What follows belongs to an exercise in optimizing a design on an open flow for small area, a short achievable clock period and few clock cycles per item; a production flow would make more cautious choices. Function was not checked in any run shown here: the RTL went through the layout flow alone. Power is estimated from default activity; no workload was simulated.

File: flow/flow/abc_area.script
strash
dc2
dch
map -a
topo
stime -c
buffer -c
upsize -c
dnsize -c
File: flow/standard.sh
#!/bin/bash
# synth_recipe.tcl (not shown) runs the flow's synth.tcl, then flattens the netlist and writes it again
# the make line also repeats each setting of config.mk as NAME=value (left out here)
make -C /OpenROAD-flow-scripts/flow DESIGN_CONFIG=/design/flow/config.mk WORK_HOME=/design/flow/orfs CLKGATE_MAP_FILE= SYNTH_SCRIPT=/design/flow/synth_recipe.tcl "${@:-finish}"
File: flow/design.v
module depkt_core (
    input  wire        clk,
    input  wire        rst,
    input  wire        cfg_strict_f,
    input  wire        cfg_zero_byte,
    input  wire        in_valid,
    output wire        in_ready,
    input  wire [31:0] in_data,
    input  wire [2:0]  in_cnt,
    input  wire        in_last,
    output wire        out_valid,
    input  wire        out_ready,
    output reg  [31:0] out_data,
    output reg  [2:0]  out_cnt,
    output wire        res_valid,
    output wire [2:0]  res_cause,
    output wire [4:0]  res_flags
);
    localparam [2:0] C_OK         = 3'd0;
    localparam [2:0] C_SHORT      = 3'd1;
    localparam [2:0] C_FBIT       = 3'd2;
    localparam [2:0] C_TRUNC_DON  = 3'd3;
    localparam [2:0] C_TRUNC_SIZE = 3'd4;
    localparam [2:0] C_TRUNC_EXTRA= 3'd5;
    localparam [2:0] C_ZERO_SIZE  = 3'd6;
    localparam [2:0] C_TRUNC_UNIT = 3'd7;
    localparam [2:0] S_IDLE  = 3'd0;    
    localparam [2:0] S_COPY  = 3'd1;    
    localparam [2:0] S_DRAIN = 3'd2;    
    localparam [2:0] S_SZ    = 3'd3;    
    localparam [2:0] S_HDR   = 3'd4;    
    localparam [2:0] S_UNIT  = 3'd5;    
    localparam [2:0] S_RES   = 3'd6;    
    localparam [2:0] S_SKIP  = 3'd7;    
    reg  [2:0]  st;
    reg  [1:0]  p;           
    reg  [3:0]  e;           
    reg  [1:0]  ph;          
    reg  [1:0]  at;          
    reg  [15:0] remain;      
    reg  [2:0]  err;         
    reg  [4:0]  flags;
    reg         ufbit;       
    reg         tk;          
    function [4:0] classify(input [4:0] t);
        case (t)
            5'd1: classify = 5'b01000;    
            5'd5: classify = 5'b10000;    
            5'd6: classify = 5'b00100;    
            5'd7: classify = 5'b00001;    
            5'd8: classify = 5'b00010;    
            default: classify = 5'b00000;
        endcase
    endfunction
    function [3:0] runl(input [1:0] a);
        runl = (a == 2'd2) ? 4'd5 : (a == 2'd3) ? 4'd6 : 4'd2;
    endfunction
    wire [7:0] b0 = in_data[7:0];
    wire [7:0] b1 = in_data[15:8];
    wire [4:0] t0 = b0[4:0];
    wire is_single = (t0 != 5'd0) && (t0[4:3] != 2'b11);
    wire is_ag     = (t0[4:2] == 3'b110);
    wire is_fu     = (t0[4:1] == 4'b1110);
    wire is_fub    = t0[0];
    wire fu_start  = b1[7];
    wire [2:0] idle_err = (in_last && !in_cnt[2] && !(in_cnt[1] && in_cnt[0])) ? C_SHORT :
                          (cfg_strict_f && b0[7])                            ? C_FBIT :
                          (is_fu && is_fub && in_last && in_cnt == 3'd3)     ? C_TRUNC_DON : C_OK;
    wire [1:0]  sh = p;
    reg  [31:0] shifted;
    always @(*) begin
        case (sh)
            2'd0: shifted = in_data;
            2'd1: shifted = {8'hxx, in_data[31:8]};
            2'd2: shifted = {16'hxxxx, in_data[31:16]};
            default: shifted = {24'hxxxxxx, in_data[31:24]};
        endcase
    end
    wire [7:0] hsel = shifted[7:0];    
    reg  [3:0] zbl;
    integer i;
    always @(*)
        for (i = 0; i < 4; i = i + 1)
            zbl[i] = (in_data[8*i +: 5] == 5'd6) || (in_data[8*i +: 5] == 5'd7) ||
                     (in_data[8*i +: 5] == 5'd8);
    wire       zb4  = cfg_zero_byte && zbl[p];
    wire [3:0] cnt4    = {1'b0, in_cnt};
    wire [3:0] cnt1h   = {in_cnt[2], !in_cnt[2] && in_cnt[1] && in_cnt[0],
                          !in_cnt[2] && in_cnt[1] && !in_cnt[0], !in_cnt[2] && !in_cnt[1]};
    wire       e_hi    = e[3] || e[2];
    wire       seg_all = e_hi || (cnt1h[2] && e[1] && e[0]) || (cnt1h[1] && e[1]) ||
                         (cnt1h[0] && (e[1] || e[0]));
    wire       seg_end = (e == 4'd0) || (cnt1h[3] && (!e[3] && !(e[2] && (e[1] || e[0])))) ||
                         (cnt1h[2] && !e_hi) || (cnt1h[1] && !e_hi && !(e[1] && e[0])) ||
                         (cnt1h[0] && !e_hi && !e[1]);
    reg  [2:0] avail;
    always @(*) begin
        case ({in_cnt, p})
            5'b100_00: avail = 3'd4;
            5'b100_01, 5'b011_00: avail = 3'd3;
            5'b100_10, 5'b011_01, 5'b010_00: avail = 3'd2;
            default: avail = 3'd1;
        endcase
    end
    wire [2:0] seg_n   = (e[3:2] == 2'b00 || e == 4'd4) ? e[2:0] - {1'b0, p} : avail;
    wire [15:0] size_next = {(ph == 2'd0) ? shifted[7:0] : remain[15:8],
                             (ph == 2'd0) ? ((p != 2'd3) ? shifted[15:8] : remain[7:0]) :
                             (ph == 2'd1) ? shifted[7:0] : remain[7:0]};
    wire        rem_zero  = (remain == 16'd0);
    wire [15:0] remain_dec = remain + {14'h3fff, p};      
    reg        emit;         
    reg        prefix;       
    reg        fuhdr;        
    reg        bdone;        
    reg  [2:0] ncopy;        
    always @(*) begin
        emit   = 1'b0;
        prefix = 1'b0;
        fuhdr  = 1'b0;
        bdone  = 1'b0;
        ncopy  = avail;
        case (st)
            S_IDLE: begin
                emit   = is_single || (is_fu && fu_start);
                prefix = is_single;
                fuhdr  = is_fu && fu_start;
            end
            S_COPY: begin
                emit  = 1'b1;
                bdone = 1'b1;
            end
            S_DRAIN, S_SKIP: bdone = 1'b1;
            S_SZ:    bdone = seg_all;
            S_HDR: begin
                emit   = !rem_zero;
                prefix = 1'b1;
            end
            S_UNIT: begin
                emit   = 1'b1;
                ncopy  = seg_n;
                bdone  = seg_all;
            end
            default: ;
        endcase
    end
    wire active = in_valid && (st != S_RES);
    wire wants  = (st == S_IDLE) || (st == S_COPY) || (st == S_HDR) || (st == S_UNIT);
    wire fire   = active && (!wants || out_ready);
    wire ending = fire && bdone && in_last;
    assign out_valid = in_valid && (((st == S_IDLE) && (is_single || (is_fu && fu_start))) ||
                                    (st == S_COPY) || (st == S_UNIT) ||
                                    ((st == S_HDR) && !rem_zero));
    assign in_ready  = in_valid && (((st == S_COPY) && out_ready) || (st == S_DRAIN) || (st == S_SKIP) ||
                                    ((st == S_RES) && tk) ||
                                    ((st == S_SZ) && e_hi) ||
                                    ((st == S_UNIT) && e_hi && out_ready));
    assign res_valid = (st == S_RES) || (st == S_COPY && in_valid && in_last && out_ready);
    assign res_cause = (st != S_RES) ? C_OK :
                       (err == C_TRUNC_UNIT && rem_zero) ? C_ZERO_SIZE : err;
    assign res_flags = (st == S_RES && err != C_OK) ? 5'd0 : flags;
    wire       sel_pre = (st == S_IDLE) || (st == S_HDR);
    wire       sel_u   = (st == S_UNIT);
    wire [2:0] emp     = ((e[3:2] == 2'b00 || e == 4'd4) ? e[2:0] : 3'd4) - {1'b0, p};
    wire [2:0] ccnt    = p[1] ? {1'b0, in_cnt[2], !in_cnt[2]} : in_cnt;
    wire       big     = zb4 || ((st == S_IDLE) && t0[4] && t0[3]);
    wire [7:0] lane3   = (st == S_IDLE) ? ((t0[4] && t0[3]) ? {b0[7:5], b1[4:0]} : 8'h01) :
                         (st == S_HDR)  ? 8'h01 : in_data[31:24];
    always @(*) begin
        out_data[31:24] = lane3;
        out_data[23:16] = sel_pre ? {7'd0, !zb4} : shifted[23:16];
        out_data[15:0]  = sel_pre ? 16'd0 : shifted[15:0];
        out_cnt         = sel_pre ? {big, !big, !big} : sel_u ? emp : ccnt;
    end
    reg [2:0] end_cause;
    always @(*) begin
        case (st)
            S_IDLE: end_cause = idle_err;
            S_SZ:   end_cause = (in_cnt == {1'b0, p}) ? C_OK :      
                                seg_end ? C_TRUNC_UNIT :
                                (ph == 2'd0 && avail == 3'd1) ? C_TRUNC_SIZE :
                                C_TRUNC_EXTRA;
            S_UNIT: end_cause = !seg_end ? C_TRUNC_UNIT : ufbit ? C_FBIT : C_OK;
            default: end_cause = err;
        endcase
    end
    wire [4:0] cls = classify((st == S_IDLE && is_fu) ? b1[4:0] : hsel[4:0]);
    wire       do_cls = (st == S_IDLE) ? (is_single || (is_fu && fu_start)) : (st == S_HDR);
    always @(posedge clk) begin
        if (rst) begin
            st <= S_IDLE;
            p  <= 2'd0;
        end else if (st == S_RES) begin
            st <= S_IDLE;
            tk <= 1'b0;
        end else if (fire) begin
            if (do_cls || st == S_IDLE)
                flags <= ((st == S_IDLE) ? 5'd0 : flags) | (do_cls ? cls : 5'd0);
            case (st)
                S_IDLE: begin
                    err <= idle_err;
                    ph  <= 2'd0;
                    at  <= t0[1:0];
                    if (is_single)
                        st <= S_COPY;
                    else if (is_fu) begin
                        if (is_fub)
                            st <= S_SKIP;
                        else begin
                            st <= S_COPY;
                            p  <= 2'd2;
                        end
                    end else if (is_ag) begin
                        st <= S_SZ;
                        if (t0[1:0] == 2'd0) begin
                            p <= 2'd1;
                            e <= 4'd3;
                        end else begin
                            p <= 2'd3;
                            e <= 4'd3 + runl(t0[1:0]);
                        end
                    end else
                        st <= S_DRAIN;
                    if (idle_err != C_OK)
                        st <= S_DRAIN;
                end
                S_SKIP:
                    st <= S_COPY;
                S_SZ: begin
                    remain <= size_next;
                    if (seg_end) begin
                        st <= S_HDR;
                        p  <= e[1:0];
                    end else begin
                        e  <= e - 4'd4;
                        ph <= (ph == 2'd0 && p == 2'd3) ? 2'd1 : 2'd2;
                    end
                end
                S_HDR: begin
                    ufbit <= cfg_strict_f && hsel[7];
                    e     <= (remain[15:3] != 13'd0) ? 4'hf : {2'b00, p} + {1'b0, remain[2:0]};
                    if (rem_zero) begin
                        err <= C_ZERO_SIZE;
                        st  <= S_DRAIN;
                    end else
                        st <= S_UNIT;
                end
                S_UNIT: begin
                    if (seg_end) begin
                        ph <= 2'd0;
                        p  <= e[1:0];
                        e  <= (seg_all ? 4'd0 : {2'b00, e[1:0]}) + runl(at);
                        if (ufbit) begin
                            err <= C_FBIT;
                            st  <= S_DRAIN;
                        end else
                            st <= S_SZ;
                    end else begin
                        if (!in_last)
                            remain <= remain_dec;
                        e <= (remain_dec[15:3] != 13'd0) ? 4'hf : {1'b0, remain_dec[2:0]};
                    end
                end
                default: ;
            endcase
            if (bdone)
                p <= 2'd0;
            if (ending && st != S_COPY) begin
                st  <= S_RES;
                tk  <= !((st == S_DRAIN) || (st == S_SKIP) || e_hi);
                err <= end_cause;
            end else if (ending)
                st <= S_IDLE;
        end
    end
endmodule
module rtp_h264_depkt32 (
    input  wire        clk,
    input  wire        rst,
    input  wire        cfg_strict_f,
    input  wire        cfg_zero_byte,
    input  wire        in_valid,
    output wire        in_ready,
    input  wire [31:0] in_data,
    input  wire [2:0]  in_cnt,
    input  wire        in_last,
    output wire        out_valid,
    input  wire        out_ready,
    output wire [31:0] out_data,
    output wire [2:0]  out_cnt,
    output wire        res_valid,
    output wire [2:0]  res_cause,
    output wire [4:0]  res_flags
);
    depkt_core core (
        .clk(clk), .rst(rst),
        .cfg_strict_f(cfg_strict_f), .cfg_zero_byte(cfg_zero_byte),
        .in_valid(in_valid), .in_ready(in_ready), .in_data(in_data), .in_cnt(in_cnt),
        .in_last(in_last),
        .out_valid(out_valid), .out_ready(out_ready), .out_data(out_data), .out_cnt(out_cnt),
        .res_valid(res_valid), .res_cause(res_cause), .res_flags(res_flags)
    );
endmodule
File: flow/constraint.sdc
create_clock -name core_clock -period 7.0 [get_ports {clk}]
set_input_delay 1.4000 -clock core_clock [delete_from_list [all_inputs] [get_ports {clk}]]
set_output_delay 1.4000 -clock core_clock [all_outputs]
set_load 0.01 [all_outputs]
File: flow/config.mk
export PLATFORM = sky130hd
export DESIGN_NAME = rtp_h264_depkt32
export DESIGN_NICKNAME = rtp_h264_depkt32
export VERILOG_FILES = /design/flow/design.v
export SDC_FILE = /design/flow/constraint.sdc
export NUM_CORES = 4
export LEC_CHECK = 0
export ABC_AREA = 1
export CAP_MARGIN = 20
export CORE_MARGIN = 2
export CORE_UTILIZATION = 40
export SETUP_SLACK_MARGIN = 2.9
export SLEW_MARGIN = 20
File: flow/flow/run.sh
#!/bin/bash
# The standard layout (standard.sh) with two changes:
#  - ABC maps for area (dc2, dch, map -a) in synthesis: ORFS's scripts are copied and
#    their abc_area.script replaced with flow/abc_area.script (ABC_AREA is
#    set in config.mk); synthesis is otherwise the standard flow's own, so the registers
#    and their names are the standard synthesis's;
#  - the port buffers are buf_2 cells instead of the default delay buffers.
# The make output goes to standard.log; each step's log is under orfs/logs.
set -euo pipefail
rm -rf scripts_abc
cp -r "$FLOW_HOME/scripts" scripts_abc
cp flow/abc_area.script scripts_abc/abc_area.script
export SCRIPTS_DIR="$PWD/scripts_abc"
export BUFFER_PORTS_ARGS="-buffer_cell sky130_fd_sc_hd__buf_2"
bash standard.sh > standard.log 2>&1
==> results of run 1 <==
-- sequential cells by signal, indices dropped and copies added, names as in the netlist --
register and flops:
core.at 2, core.e 4, core.err 3, core.flags 5
core.p 2, core.ph 2, core.remain 16, core.st 3
core.tk 1, core.ufbit 1
-- cell type report --
type                       count  area share (%)
multi-input combinational    430           52.72
sequential                    39           23.21
inverter                     107           8.357
clock buffer                   7           1.780
clock inverter                 1          0.1032
timing repair buffer          92           10.39
tap                          133           3.430
-- repair_timing --
item,4_1_cts,5_1_grt
setup endpoints to repair,22,6
endpoints found under the hold margin,0,0
buffers inserted,2,2
hold buffers,0,0
gates cloned,1,0
gates resized for setup,35,7
pin swaps,8,5
-- critical path, stage by stage --
cell and delay, ns:
buf_2 0.11, inv_2 0.06, o311ai_1 0.27, nand4_1 0.15, o31ai_2 0.22, nor2_1 0.09, inv_1 0.11, o21ai_2 0.08
buf_2 0.14
-- synth_stat cells, types with 7 or more instances --
library cell	instances	area [sq um]
a21oi_1	30	150.1
a31oi_1	8	50.05
clkbuf_1	7	26.28
edfxtp_1	34	1021
ha_1	8	100.1
inv_1	91	341.6
inv_2	16	60.06
nand2_1	89	334.1
nand3_1	13	65.06
nand4_1	8	50.05
nor2_1	88	330.3
nor2_2	10	62.56
nor3_1	16	80.08
o21ai_0	54	270.3
o22ai_1	10	62.56
-- metal layers --
metal / up-vias / global-route usage (%) / part of all wire, %
li1: 2205 / - / -
met4: 0 / 9.653 / 2.7
met5: - / 0 / 0
met1: 2154 / 37.19 / 42
met3: 30 / 5.451 / 7.5
met2: 179 / 46.71 / 47
-- report_power, final --
| group | total, mW | switching [mW] | internal, mW |
|---|---|---|---|
| clock network | 0.168 | 0.0882 | 0.0797 |
| registers | 0.331 | 0.0378 | 0.293 |
| logic | 0.769 | 0.518 | 0.251 |
| total | 1.27 | 0.644 | 0.624 |
-- metrics by stage --
step                      total power, mW  setup slack [ns]  hold slack (ns)  utilization (%)  area [sq um]
final                               1.268             2.957           0.6154            49.63          4851
after global routing                1.364             2.865           0.6674            49.63          4851
after CTS                           1.255             2.893           0.6160            49.18          4807
after detailed placement            1.056             2.598           0.5957            46.97          4591
after global placement              1.058             2.635           0.6053            46.84          4578
after floorplan                    0.7984             3.060           0.5538                -          4016
-- placed cells by master (no fill, tap or decap), types with 5 or more instances in the layout --
master    instances
a21oi_1          29
inv_2            21
a22oi_1           6
nor2_2           11
nor2_4            7
inv_1            85
nor2_1           84
nand3_1          12
o21ai_0          52
a211oi_1          6
xnor2_1           6
nand2_1          88
buf_4             6
clkbuf_8          6
buf_2            82
o21ai_1           5
nor3_1           16
edfxtp_1         34
o22ai_1          10
xor2_1            5
a31oi_1           7
ha_1              8
nand4_1           8
-- kinds of logic after synthesis --
logic type               count (synthesis)
AND/OR/NAND/NOR                        246
buffers and inverters                  120
AO/OA/AOI/OAI                          157
adder cells (fa/ha/maj)                 11
flip-flops                              39
XOR/XNOR                                11
multiplexers                             4
-- worst paths after layout --
check	slack (ns)	to	startpoint
setup / recovery	2.96	out_cnt[0]	in_data[9]
hold / removal	0.62	core.flags[3]	core.flags[3]
setup reg to reg	3.63	core.e[2]	core.remain[0]
hold reg to reg	0.62	core.flags[3]	core.flags[3]
==> summary.txt, run 1 <==
# setup viols final=0; die area=0.01086 sq mm; complex-gate fraction of the synthesized area=24.49%; FILL cells=1032; GRT overflow=0; Area Overhead vs Synth=20.78%; EDFF count, synth=34; mux cell area share after synthesis=0.9969%; Die Height=104.2 microns; Vias per Instance=5.646; Arrival @ worst endpoint=2.64 ns; detailed placer's ending HPWL=11910 microns; CP Class=in -> out; Fmax achieved=247.3 MHz; CTS tree=done; outcome=complete, no violations; ys async rst share=0%; max-cap violations=0; post-layout min period=4.043 ns; width of the die=104.2 microns; antenna violations before repair=0; drt wl/cell=18.56 microns; final cell count without fillers=809; worst hold stages=2; global-route wire length before repair=24250 microns; CTS max path bufs=2; Total GRT Usage=28.33%; num ports=88; residual DRC count=0; Post-Synth XOR/XNOR Area=2.399%; RSZ-0062 raised after global routing=yes; top_reg_cell synth=edfxtp_1; Cells after Synth=588; pwr dens=261.5 mW/mm^2; Ant. Diodes=0; worst-skew pair later-pin latency=0.30 ns; Crit Path Max Fanout=4; gpl congestion=0.9587; syn_nets=641; final WL=15020 microns; HP Class=reg -> reg; syn_area_per_cell=6.831 sq um; R2R cell count=13; Vias=4568; main combinational cell family by area after synthesis=simple AND/OR/NAND/NOR gates; Detailed Route Iter0 Violations=361; Worst Max-Slew Pin Slew=0.7513 ns; leak pwr=2.132 nW; Final Max Tran Viols=0; clock root buffer=clkbuf_8; core area=0.009774 sq mm; DR pass1 iterations=5; CTS Buf Count=5; Rows=36; port bufs=87; final setup skew=0.007161 ns; Hold Vio Cnt, Final=0; CTS sink cnt=39; Initial Util=41.09%; clock-pin slew on the worst setup and hold paths=0.08 ns; WP data required=5.60 ns; setup TNS=0 ns; CP endpoint kind=output port; largest net degree at the start of global routing=25; Setup crit start kind=input port; Yosys cell types=54; Slew headroom=49.91%; antenna viol nets, final=0; Layout Nets=728; H-tree levels=2; yosys warns=1; layout cell share with drive strength beyond 1=24.56%; simple-gate portion of the synthesized area=28.88%; VDD IR max=0.1409 mV; FF+latch count, synth=39; mapped cell area=0.004016 sq mm; Placed Cells=796; vias in the first global route=4572; fin crit share=57.76%; Seq/Total Area, Yosys=27.91%; register area=0.001126 sq mm; multi-input logic area=0.002557 sq mm; Post-Synth Adder-Cell Area=3.988%
==> run 2: changes to the inputs <==
--- a/flow/config.mk
+++ b/flow/config.mk
@@ -11,3 +11,3 @@
 export CORE_UTILIZATION = 40
-export SETUP_SLACK_MARGIN = 2.9
+export SETUP_SLACK_MARGIN = 3.0
 export SLEW_MARGIN = 20
==> summary.txt, run 2 <==
CP bufs+invs=4; Crit-path slowest cell=o311ai_1; DR pass1 iterations=7; CTS sink cnt=39; crit-path cells=buf_2, inv_2, o311ai_1, nand4_1, o31ai_2, nor2_1, inv_1, o21ai_2, buf_2; worst-skew pair later-pin latency=0.30 ns; Setup crit start kind=input port; HP Class=reg -> reg; final core utilization=49.97%; worst hold stages=2; core area=0.009774 sq mm; Total GRT Usage=28.37%; global-route wire length before repair=24270 microns; reg2reg start=core.remain[0]; final WL=15110 microns; top cells by count, synth=inv_1 (91), nand2_1 (89), nor2_1 (88), o21ai_0 (54), edfxtp_1 (34); top_reg_cell synth=edfxtp_1; EDFF count, synth=34; mux cell area share after synthesis=0.9969%; max FFs per register=16; gpl congestion=0.9587; mapped cell area=0.004016 sq mm; FF+latch count, synth=39; fin crit share=58.00%; syn_area_per_cell=6.831 sq um; setup TNS=0 ns; sink of the worst hold path=core.flags[3]; Critical Path Max Stage Delay=0.28 ns; final cell count without fillers=812; CP Class=in -> out; hold_sp=core.flags[3]; ys async rst share=0%; clock-pin slew on the worst setup and hold paths=0.08 ns; port bufs=87; commonest non-fill, non-tap cells in the layout=nand2_1 (88), inv_1 (85), nor2_1 (82), buf_2 (82), o21ai_0 (51); syn_nets=641; commonest non-fill, non-tap cell in the layout=nand2_1; H-tree levels=2; WP data required=5.60 ns; RSZ-0062 raised after global routing=yes; Seq/Total Area, Yosys=27.91%; clock root buffer=clkbuf_8; multi-input logic area=0.002569 sq mm; most used cell, CP=buf_2; Worst Max-Slew Pin Slew=0.7460 ns; main combinational cell family by area after synthesis=simple AND/OR/NAND/NOR gates; antenna violations before repair=0; Arrival @ worst endpoint=2.66 ns; Yosys cell types=54; Rows=36; detailed placer's ending HPWL=11910 microns; post-synth top area share=25.42%; register with the highest flop count=core.remain; CTS tree=done; Crit path max-delay family=compound AO/OA/AOI/OAI gates; leak pwr=2.145 nW; setup ws final=2.940 ns; pwr dens=261.5 mW/mm^2; simple-gate portion of the synthesized area=28.88%; largest net degree at the start of global routing=25; Cells after Synth=588; GRT overflow=0; complex-gate fraction of the synthesized area=24.49%; final setup skew=0.005800 ns; width of the die=104.2 microns; top-count cell post-synth=inv_1; Initial Util=41.09%; Hold Vio Cnt, Final=0; Placed Cells=796; max-cap violations=0; Worst R2R Setup Slack=3.63 ns; Final Max Tran Viols=0; overall power=1.278 mW; post-layout min period=4.060 ns; Fmax achieved=246.3 MHz; layout cell share with drive strength beyond 1=25.33%; register area=0.001126 sq mm; vias in the first global route=4575; Vias=4589; outcome=complete, no violations; Detailed Route Iter0 Violations=360; yosys warns=1; VDD IR max=0.1589 mV; worst r2r dst=core.e[2]; die area=0.01086 sq mm; Post-Synth Adder-Cell Area=3.988%; # setup viols final=0; Layout Nets=731; CTS max path bufs=2; Vias per Instance=5.651; Slew headroom=50.08%; Area Overhead vs Synth=21.62%; Synth area leaders=edfxtp_1 (25%), inv_1 (8.5%), nand2_1 (8.3%), nor2_1 (8.2%), o21ai_0 (6.7%); FILL cells=1026; CP endpoint kind=output port; antenna viol nets, final=0; Crit Path Max Fanout=4; drt wl/cell=18.61 microns; Post-Synth XOR/XNOR Area=2.399%; residual DRC count=0; R2R cell count=13; Top Registers=core.remain: 16 flops, core.flags: 5 flops, core.e: 4 flops; Die Height=104.2 microns; CTS Buf Count=5; Ant. Diodes=0; Synth area leader=edfxtp_1; placement-stage worst setup slack=2.598 ns; num ports=88
-- run 2: through the flow --
step | hold WS [ns] | area (sq um)
after global routing | 0.6673 | 4885
after floorplan | 0.5538 | 4016
after global placement | 0.6053 | 4578
after CTS | 0.6160 | 4817
after detailed placement | 0.5957 | 4591
final | 0.6160 | 4885
-- run 2: layout make-up --
cell class	instances	area share (%)
well taps	133	3.407
repair buffers	95	10.78
clock inverters	1	0.1025
multi-input cells	430	52.59
clock buffers	7	1.767
inverters	107	8.299
flip-flops and latches	39	23.05
-- run 2: kinds of logic after synthesis --
| kind of cell | after synthesis |
|---|---|
| muxes | 4 |
| adders and majority gates | 11 |
| and+or+nand+nor | 246 |
| AOI/OAI and AO/OA | 157 |
| xor gates and xnor gates | 11 |
| DFF | 39 |
| buffers and inverters | 120 |
-- run 2: worst max-delay path by stage --
| stage | from | to | slack, ns | depth (start not counted) |
|---|---|---|---|---|
| 2_1_floorplan | in_cnt[1] | core.remain[10] | 3.06 | 9 |
| 3_3_place_gp | in_data[1] | out_cnt[0] | 2.64 | 9 |
| 3_5_place_dp | in_data[1] | out_cnt[0] | 2.60 | 9 |
| 4_1_cts | in_data[1] | out_cnt[0] | 2.89 | 9 |
| 5_1_grt | in_data[4] | out_cnt[0] | 2.86 | 10 |
| 6_report | in_data[9] | out_cnt[0] | 2.94 | 9 |
-- run 2: tightest hold or removal path, stage by stage (launching register included) --
cell,delay (ns)
edfxtp_1,0.33
inv_1,0.05
o32ai_1,0.11
-- run 2: routing by layer --
layer | GRT usage (%) | vias up | part of all wire (%)
met2 | 46.76 | 181 | 47
li1 | - | 2208 | -
met3 | 5.451 | 38 | 6.6
met5 | 0 | - | 0
met4 | 9.653 | 0 | 3.2
met1 | 37.27 | 2162 | 43
-- run 2: timing repair --
item,CTS,global route
pin swaps,9,6
buffers inserted,3,4
endpoints found under the setup margin,22,15
hold buffers,0,0
gates resized for setup,36,10
gates cloned,1,0
-- run 2: where the power goes --
| group | total, mW | switching (mW) | internal, mW | leakage (nW) |
|---|---|---|---|---|
| combinational | 0.777 | 0.521 | 0.256 | 1.74 |
| sequential | 0.331 | 0.0377 | 0.293 | 0.352 |
| clock | 0.169 | 0.0895 | 0.0798 | 0.0482 |
==> run 3: changes to the inputs <==
--- a/flow/design.v
+++ b/flow/design.v
@@ -33,3 +33,3 @@
     localparam [2:0] S_RES   = 3'd6;    
-    localparam [2:0] S_SKIP  = 3'd7;    
+    localparam [2:0] S_PRE   = 3'd7;    
     reg  [2:0]  st;
@@ -39,2 +39,4 @@
     reg  [1:0]  at;          
+    reg         zbq;         
+    reg         tk;          
     reg  [15:0] remain;      
@@ -43,3 +45,2 @@
     reg         ufbit;       
-    reg         tk;          
     function [4:0] classify(input [4:0] t);
@@ -85,3 +86,4 @@
                      (in_data[8*i +: 5] == 5'd8);
-    wire       zb4  = cfg_zero_byte && zbl[p];
+    wire [1:0] zsel = (st == S_SZ) ? e[1:0] : p;       
+    wire       zb4  = cfg_zero_byte && zbl[zsel];
     wire [3:0] cnt4    = {1'b0, in_cnt};
@@ -104,3 +106,2 @@
     end
-    wire [2:0] seg_n   = (e[3:2] == 2'b00 || e == 4'd4) ? e[2:0] - {1'b0, p} : avail;
     wire [15:0] size_next = {(ph == 2'd0) ? shifted[7:0] : remain[15:8],
@@ -110,35 +111,9 @@
     wire [15:0] remain_dec = remain + {14'h3fff, p};      
-    reg        emit;         
-    reg        prefix;       
-    reg        fuhdr;        
     reg        bdone;        
-    reg  [2:0] ncopy;        
-    always @(*) begin
-        emit   = 1'b0;
-        prefix = 1'b0;
-        fuhdr  = 1'b0;
-        bdone  = 1'b0;
-        ncopy  = avail;
+    always @(*) begin
         case (st)
-            S_IDLE: begin
-                emit   = is_single || (is_fu && fu_start);
-                prefix = is_single;
-                fuhdr  = is_fu && fu_start;
-            end
-            S_COPY: begin
-                emit  = 1'b1;
-                bdone = 1'b1;
-            end
-            S_DRAIN, S_SKIP: bdone = 1'b1;
-            S_SZ:    bdone = seg_all;
-            S_HDR: begin
-                emit   = !rem_zero;
-                prefix = 1'b1;
-            end
-            S_UNIT: begin
-                emit   = 1'b1;
-                ncopy  = seg_n;
-                bdone  = seg_all;
-            end
-            default: ;
+            S_PRE:   bdone = at[1];
+            S_COPY, S_DRAIN: bdone = 1'b1;
+            S_SZ, S_UNIT: bdone = seg_all;
+            default: bdone = 1'b0;
         endcase
@@ -146,10 +121,12 @@
     wire active = in_valid && (st != S_RES);
-    wire wants  = (st == S_IDLE) || (st == S_COPY) || (st == S_HDR) || (st == S_UNIT);
+    wire pre_w  = (st == S_PRE) && ph[0];
+    wire hdr_w  = (st == S_HDR) && (ph == 2'd3);
+    wire wants  = pre_w || (st == S_COPY) || hdr_w || (st == S_UNIT);
     wire fire   = active && (!wants || out_ready);
     wire ending = fire && bdone && in_last;
-    assign out_valid = in_valid && (((st == S_IDLE) && (is_single || (is_fu && fu_start))) ||
-                                    (st == S_COPY) || (st == S_UNIT) ||
-                                    ((st == S_HDR) && !rem_zero));
-    assign in_ready  = in_valid && (((st == S_COPY) && out_ready) || (st == S_DRAIN) || (st == S_SKIP) ||
+    assign out_valid = in_valid && (pre_w || (st == S_COPY) || (st == S_UNIT) ||
+                                    (hdr_w && !rem_zero));
+    assign in_ready  = in_valid && (((st == S_COPY) && out_ready) || (st == S_DRAIN) ||
                                     ((st == S_RES) && tk) ||
+                                    ((st == S_PRE) && at[1] && (out_ready || !ph[0])) ||
                                     ((st == S_SZ) && e_hi) ||
@@ -160,12 +137,12 @@
     assign res_flags = (st == S_RES && err != C_OK) ? 5'd0 : flags;
-    wire       sel_pre = (st == S_IDLE) || (st == S_HDR);
+    wire       fuw     = (st == S_PRE) && ph[1];
+    wire       sel_pre = (st == S_PRE) || (st == S_HDR);
     wire       sel_u   = (st == S_UNIT);
+    wire [2:0] ccnt    = p[1] ? {1'b0, in_cnt[2], !in_cnt[2]} : in_cnt;
     wire [2:0] emp     = ((e[3:2] == 2'b00 || e == 4'd4) ? e[2:0] : 3'd4) - {1'b0, p};
-    wire [2:0] ccnt    = p[1] ? {1'b0, in_cnt[2], !in_cnt[2]} : in_cnt;
-    wire       big     = zb4 || ((st == S_IDLE) && t0[4] && t0[3]);
-    wire [7:0] lane3   = (st == S_IDLE) ? ((t0[4] && t0[3]) ? {b0[7:5], b1[4:0]} : 8'h01) :
-                         (st == S_HDR)  ? 8'h01 : in_data[31:24];
+    wire       big     = zbq || fuw;
+    wire [7:0] lane3   = fuw ? {b0[7:5], b1[4:0]} : sel_pre ? 8'h01 : in_data[31:24];
     always @(*) begin
         out_data[31:24] = lane3;
-        out_data[23:16] = sel_pre ? {7'd0, !zb4} : shifted[23:16];
+        out_data[23:16] = sel_pre ? {7'd0, !zbq} : shifted[23:16];
         out_data[15:0]  = sel_pre ? 16'd0 : shifted[15:0];
@@ -176,3 +153,2 @@
         case (st)
-            S_IDLE: end_cause = idle_err;
             S_SZ:   end_cause = (in_cnt == {1'b0, p}) ? C_OK :      
@@ -186,3 +162,3 @@
     wire [4:0] cls = classify((st == S_IDLE && is_fu) ? b1[4:0] : hsel[4:0]);
-    wire       do_cls = (st == S_IDLE) ? (is_single || (is_fu && fu_start)) : (st == S_HDR);
+    wire       do_cls = (st == S_IDLE) ? (is_single || (is_fu && fu_start)) : hdr_w;
     always @(posedge clk) begin
@@ -201,8 +177,12 @@
                     ph  <= 2'd0;
-                    at  <= t0[1:0];
-                    if (is_single)
-                        st <= S_COPY;
-                    else if (is_fu) begin
-                        if (is_fub)
-                            st <= S_SKIP;
+                    at  <= is_ag ? t0[1:0] : {is_fu && is_fub, 1'b0};
+                    zbq <= zb4;                      
+                    if (is_single) begin
+                        st <= S_PRE;
+                        ph <= 2'b01;
+                    end else if (is_fu) begin
+                        zbq <= 1'b0;
+                        ph  <= {fu_start, fu_start};
+                        if (is_fub || fu_start)
+                            st <= S_PRE;
                         else begin
@@ -225,4 +205,7 @@
                 end
-                S_SKIP:
+                S_PRE: begin
                     st <= S_COPY;
+                    if (ph[1] && !at[1])
+                        p <= 2'd2;                   
+                end
                 S_SZ: begin
@@ -232,2 +215,4 @@
                         p  <= e[1:0];
+                        ph  <= seg_all ? 2'd0 : 2'd3;
+                        zbq <= zb4;
                     end else begin
@@ -237,3 +222,6 @@
                 end
-                S_HDR: begin
+                S_HDR: if (ph != 2'd3) begin
+                    ph  <= 2'd3;
+                    zbq <= zb4;
+                end else begin
                     ufbit <= cfg_strict_f && hsel[7];
@@ -268,3 +256,3 @@
                 st  <= S_RES;
-                tk  <= !((st == S_DRAIN) || (st == S_SKIP) || e_hi);
+                tk  <= !((st == S_DRAIN) || (st == S_PRE) || e_hi);
                 err <= end_cause;
--- a/flow/flow/run.sh
+++ b/flow/flow/run.sh
@@ -2,3 +2,3 @@
 # The standard layout (standard.sh) with two changes:
-#  - ABC maps for area (dc2, dch, map -a) in synthesis: ORFS's scripts are copied and
+#  - ABC maps for area (map -a) in synthesis: ORFS's scripts are copied and
 #    their abc_area.script replaced with flow/abc_area.script (ABC_AREA is
==> flow/flow/abc_area.script (replaced) <==
strash
dch
map -a
topo
stime -c
buffer -c
upsize -c
dnsize -c
--- a/flow/config.mk
+++ b/flow/config.mk
@@ -11,3 +11,3 @@
 export CORE_UTILIZATION = 40
-export SETUP_SLACK_MARGIN = 3.0
+export SETUP_SLACK_MARGIN = 3.2
 export SLEW_MARGIN = 20
==> summary.txt, run 3 <==
outcome=complete, no violations; Slew headroom=45.50%; final WL=15590 microns; Fmax achieved=264.1 MHz; R2R cell count=13; Die Height=108.4 microns; Total GRT Usage=27.05%; detailed placer's ending HPWL=12200 microns; yosys warns=1; Rows=38; clock root buffer=clkbuf_8; CP Class=reg -> out; post-layout min period=3.787 ns; CTS Buf Count=5; worst hold stages=2; H-tree levels=2; Vias per Instance=5.729; most used cell, CP=ha_4; FILL cells=1133; core area=0.01075 sq mm; layout cell share with drive strength beyond 1=26.44%; EDFF count, synth=35; Top Registers=core.remain: 16 flops, core.flags: 5 flops, core.e: 4 flops; ys async rst share=0%; worst-skew pair later-pin latency=0.31 ns; max-cap violations=0; Area after DPL=0.004940 sq mm; reg2reg start=core.p[0]; FF+latch count, synth=40; worst r2r dst=core.e[2]; largest net degree at the start of global routing=23; overall power=1.930 mW; DR pass1 iterations=7; Placed Cells=864; CTS tree=done; RSZ-0062 raised after global routing=yes; antenna violations before repair=0; vias in the first global route=4735; leak pwr=2.303 nW; Hold Vio Cnt, Final=0; Yosys cell types=58; num ports=88; port bufs=87; register with the highest flop count=core.remain; HP Class=reg -> reg; final setup skew=0.008977 ns; placement-stage worst setup slack=2.961 ns; # setup viols final=0; Synth area leaders=edfxtp_1 (24%), nor2_1 (9.2%), nand2_1 (7.8%), inv_1 (7.8%), o21ai_0 (7.2%); Arrival @ worst endpoint=2.39 ns; GRT overflow=0; Area Overhead vs Synth=19.93%; Ant. Diodes=0; setup TNS=0 ns; Synth area leader=edfxtp_1; residual DRC count=0; Cells after Synth=647; CTS sink cnt=40; Layout Nets=796; Crit Path Max Fanout=2; Critical Path Max Stage Delay=0.53 ns; antenna viol nets, final=0; max FFs per register=16; width of the die=108.4 microns; register area=0.001159 sq mm; final cell count without fillers=885; hold_sp=core.flags[3]; commonest non-fill, non-tap cells in the layout=nor2_1 (104), nand2_1 (91), buf_2 (87); clock-pin slew on the worst setup and hold paths=0.09 ns; Vias=5070; sink of the worst hold path=core.flags[3]; crit-path cells=inv_2, ha_4, a21oi_2, or2_4, ha_4, fa_2, nor2_2, a21oi_1, o21ai_1, buf_2; Worst R2R Setup Slack=3.63 ns; Initial Util=40.56%; drt wl/cell=17.62 microns; global-route wire length before repair=24510 microns; WP data required=5.60 ns; Final Max Tran Viols=0; top cells by count, synth=nor2_1 (107), nand2_1 (91), inv_1 (90), o21ai_0 (63), edfxtp_1 (35); Crit-path slowest cell=fa_2; multi-input logic area=0.002760 sq mm; setup ws final=3.213 ns; mapped cell area=0.004358 sq mm; CTS max path bufs=2; Post-Layout Inst Area=0.005226 sq mm; top_reg_cell synth=edfxtp_1; Detailed Route Iter0 Violations=469; Setup crit start kind=register; top-count cell post-synth=nor2_1; Worst Max-Slew Pin Slew=0.7969 ns; CP endpoint kind=output port; commonest non-fill, non-tap cell in the layout=nor2_1; gpl congestion=1.042; fin crit share=54.10%; syn_nets=699; pwr dens=369.2 mW/mm^2; die area=0.01175 sq mm; Seq/Total Area, Yosys=26.41%; VDD IR max=0.1754 mV; syn_area_per_cell=6.736 sq um; post-synth top area share=24.12%
## run 3: power by group
part           internal (mW)  switching, mW
clock network          0.106         0.0925
registers              0.347         0.0638
logic                  0.470          0.850
## run 3: metal layers
metal / part of all wire [%] / global-route usage [%] / up-vias
met5: 0 / 0 / -
met4: 4.0 / 11.26 / 0
met3: 8.3 / 4.581 / 52
met2: 44 / 41.91 / 290
met1: 43 / 37.24 / 2341
li1: - / - / 2387
## run 3: what timing repair did
item,CTS,global route
gates cloned,1,0
pin swaps,4,3
hold buffers,0,0
setup buffers,6,6
setup endpoints to repair,21,16
gates resized for setup,15,13
## run 3: worst max path at each step
stage | start | end | slack (ns) | cells past startpoint
3_3_place_gp | core.p[1] | out_data[7] | 3.06 | 8
4_1_cts | in_data[7] | out_data[7] | 3.19 | 7
2_1_floorplan | core.e[2] | out_cnt[1] | 3.40 | 9
6_report | core.e[3] | out_cnt[1] | 3.21 | 10
5_1_grt | core.e[3] | out_cnt[1] | 3.13 | 10
3_5_place_dp | core.p[1] | out_data[7] | 2.96 | 8
## run 3: through the flow
step | utilization [%] | hold slack, ns
after floorplan | - | 0.5180
after detailed placement | 45.97 | 0.5569
final | 48.64 | 0.5795
after CTS | 47.89 | 0.5799
after global routing | 48.64 | 0.6354
after global placement | 45.97 | 0.5416
## run 3: cell families after synthesis
| kind of cell | count (synthesis) | synth area share, % |
|---|---|---|
| AO/OA/AOI/OAI | 169 | 24.29 |
| XOR/XNOR | 15 | 3.015 |
| adder cells (fa/ha/maj) | 10 | 3.388 |
| buffers and inverters | 133 | 12.03 |
| flip-flops | 40 | 26.41 |
| multiplexers | 1 | 0.2297 |
| AND/OR/NAND/NOR | 279 | 30.63 |
## run 3: critical path: cells and delay by family, from the launching register on
| family | cells | cell delay [ns] |
|---|---|---|
| compound gates | 3 | 0.25 |
| fa+ha+maj | 3 | 0.83 |
| buf+inv | 2 | 0.28 |
| flops | 1 | 0.42 |
| simple gates | 2 | 0.28 |
## run 3: cell type report
cell class / instances / area share [%]
Multi-Input combinational cell: 475 / 52.81
Sequential cell: 40 / 22.17
Timing Repair Buffer: 103 / 10.63
Inverter: 119 / 8.978
Tap cell: 140 / 3.352
Clock buffer: 6 / 1.389
Clock inverter: 2 / 0.6703
==> run 4: changes to the inputs <==
--- a/flow/config.mk
+++ b/flow/config.mk
@@ -11,3 +11,3 @@
 export CORE_UTILIZATION = 40
-export SETUP_SLACK_MARGIN = 3.2
+export SETUP_SLACK_MARGIN = 2.9
 export SLEW_MARGIN = 20
==> summary.txt, run 4 <==
outcome=complete, no violations; Initial Util=40.56%; VDD IR max=0.1741 mV; Seq/Total Area, Yosys=26.41%; CP bufs+invs=2; CP Class=reg -> out; final WL=15060 microns; Fin Hold WS=0.5793 ns; Vias=4943; top-count cell post-synth=nor2_1; mux cell area share after synthesis=0.2297%; max FFs per register=16; CP endpoint kind=output port; R2R cell count=13; commonest non-fill, non-tap cells in the layout=nor2_1 (106), nand2_1 (91), inv_1 (89); register with the highest flop count=core.remain; reg2reg start=core.p[0]; top cells by count, synth=nor2_1 (107), nand2_1 (91), inv_1 (90), o21ai_0 (63), edfxtp_1 (35); Slew headroom=43.71%; layout cell share with drive strength beyond 1=23.91%; core area=0.01075 sq mm; mapped cell area=0.004358 sq mm; die area=0.01175 sq mm; crit-path cells=inv_1, ha_4, a21oi_1, or2_2, ha_1, fa_1, xnor2_1, a21oi_1, a21oi_1, buf_2; antenna violations before repair=0; post-synth top area share=24.12%; hold-fix buffer count after cts=0; Cells after Synth=647; worst-skew pair later-pin latency=0.32 ns; main combinational cell family by area after synthesis=simple AND/OR/NAND/NOR gates; Post-Synth Adder-Cell Area=3.388%; CTS max path bufs=2; setup TNS=0 ns; switching share of power=52.51%; Worst Max-Slew Pin Slew=0.8231 ns; EDFF count, synth=35; syn_area_per_cell=6.736 sq um; antenna viol nets, final=0; Top Registers=core.remain: 16 flops, core.flags: 5 flops, core.e: 4 flops; Synth area leaders=edfxtp_1 (24%), nor2_1 (9.2%), nand2_1 (7.8%), inv_1 (7.8%), o21ai_0 (7.2%); Hold Vio Cnt, Final=0; clock-pin slew on the worst setup and hold paths=0.09 ns; Vias per Instance=5.643; top_reg_cell synth=edfxtp_1; CTS sink cnt=40; Area Overhead vs Synth=16.91%; HP Class=reg -> reg; Final Max Tran Viols=0; Fmax achieved=249.5 MHz; Int Power=0.8875 mW; commonest non-fill, non-tap cell in the layout=nor2_1; drt wl/cell=17.19 microns; Setup crit start kind=register; Placed Cells=864; Rows=38; Net Sw Power=0.9814 mW; Layout Nets=787; fin crit share=57.25%; Synth area leader=edfxtp_1; clock root buffer=clkbuf_8; simple-gate portion of the synthesized area=30.63%; CTS tree=done; Crit-path slowest cell=edfxtp_1; yosys warns=1; DR pass1 iterations=7; sink of the worst hold path=core.flags[3]; # setup viols final=0; leak pwr=2.272 nW; ys async rst share=0%; H-tree levels=2; Comb power frac=67.7%; pwr dens=366.8 mW/mm^2; Total GRT Usage=26.20%; Crit path max-delay family=adder cells; width of the die=108.4 microns; CTS Buf Count=5; Die Height=108.4 microns; max-cap violations=0; Critical Path Max Stage Delay=0.42 ns; port bufs=87; complex-gate fraction of the synthesized area=24.29%; gpl congestion=1.042; Ant. Diodes=0; post-layout min period=4.008 ns; worst r2r dst=core.e[2]; Detailed Route Iter0 Violations=435; Post-Synth XOR/XNOR Area=3.015%; Crit Path Max Fanout=7; Clk network pwr share=10.6%; global-route wire length before repair=23840 microns; vias in the first global route=4641; largest net degree at the start of global routing=26; syn_nets=699; residual DRC count=0; most used cell, CP=a21oi_1; WP data required=5.60 ns; hold_sp=core.flags[3]; Yosys cell types=58; final cell count without fillers=876; num ports=88; worst hold stages=2; GRT overflow=0; detailed placer's ending HPWL=12200 microns; RSZ-0062 raised after global routing=yes; Arrival @ worst endpoint=2.61 ns; final setup skew=0.008732 ns; sequential share of power=21.7%; FF+latch count, synth=40; Worst R2R Setup Slack=3.60 ns
==> run 4: cell counts after synthesis <==
No cell type changed its count.
==> run 4: power groups by stage <==
stage | Clock (mW) | Sequential, mW | Combinational, mW
floorplan | 0 | 0.381 | 0.846
global placement | 0 | 0.406 | 1.23
detailed placement | 0 | 0.409 | 1.23
CTS | 0.199 | 0.405 | 1.24
global route | 0.208 | 0.413 | 1.39
finish | 0.199 | 0.406 | 1.26
==> run 4: layout make-up <==
type	count	area, sq um
Clock buffer	6	72.57
Clock inverter	2	35.03
Fill cell	1151	5650
Inverter	119	465.4
Multi-Input combinational cell	474	2698
Sequential cell	40	1154
Tap cell	140	175.2
Timing Repair Buffer	95	495.5
==> run 4: timing repair <==
item / in CTS / in global routing
resized for setup: 3 / 3
endpoints found under the setup margin: 9 / 3
setup buffers: 0 / 4
==> run 4: kinds of logic (layout without fill, tap and decap cells) <==
kind of cell,count (synthesis),in the layout
compound gates,169,169
xor+xnor,15,15
fa+ha+maj,10,10
buf+inv,133,222
flops,40,40
mux,1,1
simple gates,279,279
==> run 4: metal layers <==
metal | global-route usage [%] | part of all wire [%]
met4 | 10.07 | 3.7
met3 | 4.280 | 7.5
met1 | 36.39 | 45
met5 | 0 | 0
met2 | 40.75 | 44
==> run 4: per-stage QoR <==
stage                     power [mW]  area [sq um]  util (%)  setup slack, ns
after global routing           2.011          5095     47.42            2.860
after CTS                      1.839          5054     47.03            2.911
after detailed placement       1.637          4940     45.97            2.961
final                          1.869          5095     47.42            2.992
after global placement         1.631          4940     45.97            3.055
after floorplan                1.227          4358         -            3.396
==> run 4: worst max-delay path by stage <==
stage,start,to,cells past startpoint
floorplan,core.e[2],out_cnt[1],9
global placement,core.p[1],out_data[7],8
detailed placement,core.p[1],out_data[7],8
CTS,core.e[2],out_cnt[2],10
global route,core.e[3],out_cnt[2],10
finish,core.e[3],out_cnt[2],10
==> run 4: tightest hold or removal path: cells and delay by family (launching register included) <==
| kind | cells | cell delay [ns] |
|---|---|---|
| compound gates | 1 | 0.06 |
| flops | 1 | 0.36 |
| simple gates | 1 | 0.06 |
==> run 5: changes to the inputs <==
--- a/flow/flow/run.sh
+++ b/flow/flow/run.sh
@@ -2,3 +2,3 @@
 # The standard layout (standard.sh) with two changes:
-#  - ABC maps for area (map -a) in synthesis: ORFS's scripts are copied and
+#  - ABC maps for area (dc2, dch, map -a) in synthesis: ORFS's scripts are copied and
 #    their abc_area.script replaced with flow/abc_area.script (ABC_AREA is
==> flow/flow/abc_area.script (replaced) <==
strash
dc2
dch
map -a
topo
stime -c
buffer -c
upsize -c
dnsize -c
--- a/flow/config.mk
+++ b/flow/config.mk
@@ -11,3 +11,3 @@
 export CORE_UTILIZATION = 40
-export SETUP_SLACK_MARGIN = 2.9
+export SETUP_SLACK_MARGIN = 3.2
 export SLEW_MARGIN = 20
==> summary.txt, run 5 <==
gpl congestion=0.9647; Vias per Instance=5.835; setup TNS=0 ns; post-layout min period=3.807 ns; vias in the first global route=4624; largest net degree at the start of global routing=28; die area=0.01129 sq mm; detailed placer's ending HPWL=12860 microns; Fin Hold WS=0.6182 ns; Fmax achieved=262.7 MHz; EDFF count, synth=35; Arrival @ worst endpoint=2.41 ns; worst r2r dst=core.e[2]; Initial Util=40.87%; Worst Max-Slew Pin Slew=1.132 ns; reg2reg start=core.p[0]; CP endpoint kind=output port; hold-fix buffer count after cts=0; commonest non-fill, non-tap cells in the layout=inv_1 (99), nor2_1 (94), buf_2 (87); worst hold stages=2; Top Registers=core.remain: 16 flops, core.flags: 5 flops, core.e: 4 flops; clock-pin slew on the worst setup and hold paths=0.09 ns; Hold Vio Cnt, Final=0; top_reg_cell synth=edfxtp_1; CTS max path bufs=2; RSZ-0062 raised after global routing=yes; layout cell share with drive strength beyond 1=24.52%; Vias=5053; width of the die=106.2 microns; Area Overhead vs Synth=22.29%; Ant. Diodes=0; sink of the worst hold path=core.flags[3]; CTS tree=done; top cells by count, synth=inv_1 (102), nor2_1 (98), nand2_1 (85), o21ai_0 (73), a21oi_1 (41); syn_area_per_cell=6.637 sq um; clock root buffer=clkbuf_8; fin crit share=54.39%; antenna viol nets, final=0; drt wl/cell=18.94 microns; final setup skew=0.01401 ns; pwr dens=410.0 mW/mm^2; CTS sink cnt=40; register with the highest flop count=core.remain; syn_nets=682; max-cap violations=0; R2R cell count=16; top-count cell post-synth=inv_1; Rows=37; core area=0.01023 sq mm; mapped cell area=0.004182 sq mm; FF+latch count, synth=40; ys async rst share=0%; residual DRC count=0; Final Max Tran Viols=0; Synth area leader=edfxtp_1; post-synth top area share=25.13%; CP Class=in -> out; Slew headroom=24.41%; # setup viols final=0; Crit Path Max Fanout=3; final cell count without fillers=866; Yosys cell types=49; DR pass1 iterations=6; VDD IR max=0.1885 mV; Cells after Synth=630; outcome=complete, no violations; H-tree levels=2; Die Height=106.2 microns; final WL=16400 microns; Placed Cells=843; worst-skew pair later-pin latency=0.31 ns; commonest non-fill, non-tap cell in the layout=inv_1; WP data required=5.60 ns; leak pwr=2.222 nW; yosys warns=1; Detailed Route Iter0 Violations=614; Layout Nets=781; max FFs per register=16; HP Class=reg -> reg; Total GRT Usage=28.69%; antenna violations before repair=0; Seq/Total Area, Yosys=27.53%; global-route wire length before repair=25110 microns; num ports=88; GRT overflow=0; hold_sp=core.flags[3]; Synth area leaders=edfxtp_1 (25%), inv_1 (9.2%), nor2_1 (8.8%), o21ai_0 (8.7%), nand2_1 (7.6%); Setup crit start kind=input port; Worst R2R Setup Slack=3.56 ns; CTS Buf Count=5; port bufs=87
-- run 5: cell count changes in the layout (fill, tap and decap cells not counted), moves of 6 or more --
cell | previous run | this run
nor2_1 | 106 | 94
xor2_1 | 12 | 1
a21oi_1 | 29 | 39
inv_1 | 89 | 99
buf_4 | 8 | 15
nand2_1 | 91 | 85
-- run 5: worst max-delay path by stage --
| stage | startpoint | cells after the start | to | slack [ns] |
|---|---|---|---|---|
| 3_3_place_gp | core.st[1] | 9 | out_data[16] | 2.82 |
| 2_1_floorplan | in_cnt[2] | 9 | core.remain[10] | 3.30 |
| 3_5_place_dp | core.st[2] | 10 | out_data[17] | 2.68 |
| 4_1_cts | core.e[2] | 10 | out_cnt[1] | 3.19 |
| 5_1_grt | core.e[2] | 11 | out_cnt[2] | 3.12 |
| 6_report | in_data[21] | 6 | out_data[13] | 3.19 |
-- run 5: worst max-delay path, cell delays in order --
cell and delay (ns):
buf_2 0.10, inv_1 0.09, nor2_1 0.05, a221oi_1 0.48, nor2_1 0.12, buf_2 0.17
-- run 5: area by class of cell --
cell class	count	area [sq um]
Tap cell	136	170.2
Timing Repair Buffer	103	559.3
Sequential cell	40	1156
Multi-Input combinational cell	458	2650
Timing Repair inverter	1	5.005
Fill cell	1110	5117
Inverter	120	461.7
Clock inverter	3	42.54
Clock buffer	5	68.82
-- run 5: cells by family after synthesis --
group / count (synthesis) / synth area share (%)
AO/OA/AOI/OAI: 193 / 28.13
multiplexers: 1 / 0.2394
flip-flops: 40 / 27.53
AND/OR/NAND/NOR: 246 / 26.87
buffers and inverters: 132 / 12.03
XOR/XNOR: 8 / 1.676
adder cells (fa/ha/maj): 10 / 3.531
-- run 5: metal layers --
| metal | up-vias | GRT usage (%) | routed length, microns |
|---|---|---|---|
| met5 | - | 0 | 0 |
| met4 | 0 | 9.305 | 491 |
| met3 | 39 | 3.433 | 1449 |
| met2 | 293 | 45.05 | 7453 |
| met1 | 2360 | 40.96 | 7004 |
| li1 | 2361 | - | - |
-- run 5: per-stage QoR --
| step | total power, mW | instance area [sq um] | utilization [%] | worst slack [ns] |
|---|---|---|---|---|
| 6_report | 2.097 | 5114 | 49.98 | 3.193 |
| 3_3_place_gp | 1.777 | 4761 | 46.53 | 2.815 |
| 3_5_place_dp | 1.776 | 4761 | 46.53 | 2.681 |
| 4_1_cts | 2.026 | 5019 | 49.05 | 3.190 |
| 5_1_grt | 2.238 | 5114 | 49.98 | 3.122 |
| 2_1_floorplan | 1.300 | 4183 | - | 3.301 |
-- run 5: what timing repair did --
item | in CTS | in global routing
buffers inserted | 8 | 6
gates cloned | 1 | 0
setup endpoints to repair | 28 | 29
resized for setup | 24 | 17
pin swaps | 7 | 11
hold endpoints to repair | 0 | 0
-- run 5: where the power goes --
group | internal (mW) | total, mW | leakage [nW] | switching [mW]
clock | 0.106 | 0.209 | 0.0541 | 0.103
combinational | 0.501 | 1.47 | 1.80 | 0.969
sequential | 0.351 | 0.418 | 0.363 | 0.0669
==> run 6: changes to the inputs <==
--- a/flow/config.mk
+++ b/flow/config.mk
@@ -11,3 +11,3 @@
 export CORE_UTILIZATION = 40
-export SETUP_SLACK_MARGIN = 3.2
+export SETUP_SLACK_MARGIN = 3.4
 export SLEW_MARGIN = 20
==> summary.txt, run 6 <==
outcome=complete, no violations; Vias per Instance=5.861; gpl congestion=0.9972; syn_nets=682; port bufs=87; complex-gate fraction of the synthesized area=28.13%; RSZ-0062 raised after global routing=yes; antenna violations before repair=0; EDFF count, synth=35; top_reg_cell synth=edfxtp_1; CP endpoint kind=output port; FILL cells=1047; register with the highest flop count=core.remain; post-layout min period=3.723 ns; multi-input logic area=0.002809 sq mm; Placed Cells=844; H-tree levels=2; max FFs per register=16; DR pass1 iterations=6; global-route wire length before repair=25410 microns; simple-gate portion of the synthesized area=26.87%; placement-stage worst setup slack=3.097 ns; commonest non-fill, non-tap cell in the layout=nand2_1; setup TNS=0 ns; top-count cell post-synth=inv_1; Die Height=106.2 microns; Seq/Total Area, Yosys=27.53%; Crit Path Max Fanout=2; final WL=16670 microns; post-synth top area share=25.13%; yosys warns=1; core area=0.01023 sq mm; HP Class=reg -> reg; FF+latch count, synth=40; syn_area_per_cell=6.637 sq um; Setup crit start kind=register; antenna viol nets, final=0; final setup skew=0.006005 ns; residual DRC count=0; Total GRT Usage=28.90%; drt wl/cell=18.86 microns; fin crit share=53.18%; Rows=37; leak pwr=2.315 nW; # setup viols final=0; commonest non-fill, non-tap cells in the layout=nand2_1 (85), nor2_1 (84), inv_1 (80); Hold Vio Cnt, Final=0; CP Class=reg -> out; mapped cell area=0.004182 sq mm; Synth area leaders=edfxtp_1 (25%), inv_1 (9.2%), nor2_1 (8.8%), o21ai_0 (8.7%), nand2_1 (7.6%); CTS max path bufs=2; overall power=2.250 mW; max-cap violations=0; GRT overflow=0; Worst Max-Slew Pin Slew=0.9061 ns; ys async rst share=0%; Initial Util=40.87%; main combinational cell family by area after synthesis=compound AO/OA/AOI/OAI gates; Fin Hold WS=0.6094 ns; top cells by count, synth=inv_1 (102), nor2_1 (98), nand2_1 (85), o21ai_0 (73), a21oi_1 (41); largest net degree at the start of global routing=28; worst-skew pair later-pin latency=0.30 ns; Cells after Synth=630; Fmax achieved=268.6 MHz; hold-fix buffer count after cts=0; Top Registers=core.remain: 16 flops, core.flags: 5 flops, core.e: 4 flops; register area=0.001164 sq mm; Layout Nets=799; vias in the first global route=4845; pwr dens=412.3 mW/mm^2; CTS tree=done; clock-pin slew on the worst setup and hold paths=0.09 ns; num ports=88; WP data required=5.60 ns; Vias=5181; mux cell area share after synthesis=0.2394%; clock root buffer=clkbuf_8; layout cell share with drive strength beyond 1=33.29%; Final Max Tran Viols=0; die area=0.01129 sq mm; Slew headroom=39.37%; width of the die=106.2 microns; final cell count without fillers=884; Synth area leader=edfxtp_1; Yosys cell types=49; Post-Synth XOR/XNOR Area=1.676%; Post-Synth Adder-Cell Area=3.531%; detailed placer's ending HPWL=12620 microns; CTS Buf Count=5; CTS sink cnt=40; setup ws final=3.277 ns; Arrival @ worst endpoint=2.32 ns; Area Overhead vs Synth=30.52%; VDD IR max=0.2741 mV; Detailed Route Iter0 Violations=533; Ant. Diodes=0
-- run 6: cell families (layout without fill, tap and decap cells) --
group,after synthesis,in the layout
fa+ha+maj,10,10
buf+inv,132,250
flops,40,40
xor+xnor,8,8
compound gates,193,193
mux,1,1
simple gates,246,246
-- run 6: final timing paths --
path,slack (ns),end,start,cells past startpoint
hold / removal,0.61,core.st[2],core.st[2],1
setup reg to reg,3.69,core.e[2],core.p[0],16
hold reg to reg,0.61,core.st[2],core.st[2],1
setup / recovery,3.28,out_cnt[1],core.e[2],10
-- run 6: layer usage --
metal / vias up / routed length [microns] / global-route usage, %
li1: 2407 / - / -
met1: 2444 / 6829 / 38.53
met2: 280 / 7852 / 46.38
met3: 50 / 1533 / 6.193
met4: 0 / 456 / 9.774
met5: - / 0 / 0
-- run 6: timing repair --
item / in CTS / in global routing
resized for setup: 59 / 66
pin swaps: 10 / 20
cloned: 1 / 0
buffers inserted: 18 / 13
setup endpoints to repair: 34 / 50
-- run 6: power breakdown --
group	total [mW]	internal, mW	switching (mW)
Clock	0.162	0.0690	0.0934
Sequential	0.420	0.355	0.0653
Combinational	1.67	0.610	1.06
-- run 6: cell type report --
type / count / area share [%]
well taps: 136 / 3.118
multi-input cells: 458 / 51.47
repair inverters: 1 / 0.09170
clock inverters: 3 / 0.3439
flip-flops and latches: 40 / 21.32
inverters: 120 / 8.689
clock buffers: 5 / 1.261
repair buffers: 121 / 13.71
-- run 6: per-stage QoR --
| stage | instance area [sq um] | util [%] |
|---|---|---|
| 4_1_cts | 5149 | 50.32 |
| 5_1_grt | 5458 | 53.34 |
| 3_3_place_gp | 4768 | 46.61 |
| 2_1_floorplan | 4188 | - |
| 3_5_place_dp | 4768 | 46.61 |
| 6_report | 5458 | 53.34 |
-- run 6: critical path, cell delays in order (launching register included) --
cell and delay, ns:
edfxtp_1 0.44, buf_6 0.15, ha_4 0.16, a21oi_4 0.14
or2_4 0.14, ha_4 0.13, fa_2 0.42, nand2_1 0.07
nand2_1 0.07, o21ai_2 0.15, buf_2 0.14

separate check: timing with driven ports:
No port has a modelled driver above. Below, the same layouts with a new extraction and two added sets of constraints. Step 1 (the two cells are an assumption about what drives the block):
set clk [get_ports {clk}]
set_driving_cell -lib_cell sky130_fd_sc_hd__clkbuf_16 $clk
set_driving_cell -lib_cell sky130_fd_sc_hd__buf_2 [delete_from_list [all_inputs] $clk]
Step 2 also shifts input and output timing later by t, the mid clock arrival at the registers, as if the neighbouring blocks saw the same clock. a / b / c = ideal / step 1 / step 2; a / b = the first two.
run	t (ns)	setup WS [ns]	worst setup path at the end	slew at the worst register clock pin (ns)	pins driven straight from the clock port
run 1	0.337	2.957 / 2.910 / 2.910	input to output	0.08 / 0.08	1
run 2	0.337	2.940 / 2.901 / 2.901	input to output	0.08 / 0.08	1
run 3	0.339	3.213 / 3.182 / 3.244	input to output	0.09 / 0.09	1
run 4	0.344	2.992 / 2.960 / 3.145	input to output	0.09 / 0.09	1
run 5	0.344	3.193 / 3.169 / 2.970	input to register	0.10 / 0.10	1
run 6	0.337	3.277 / 3.240 / 3.220	input to register	0.09 / 0.09	1
After both steps setup and hold are still met in every run listed. For run 5, which loses most, drivers alone change the setup slack by -0.024 ns; drivers and shift together by -0.223 ns.
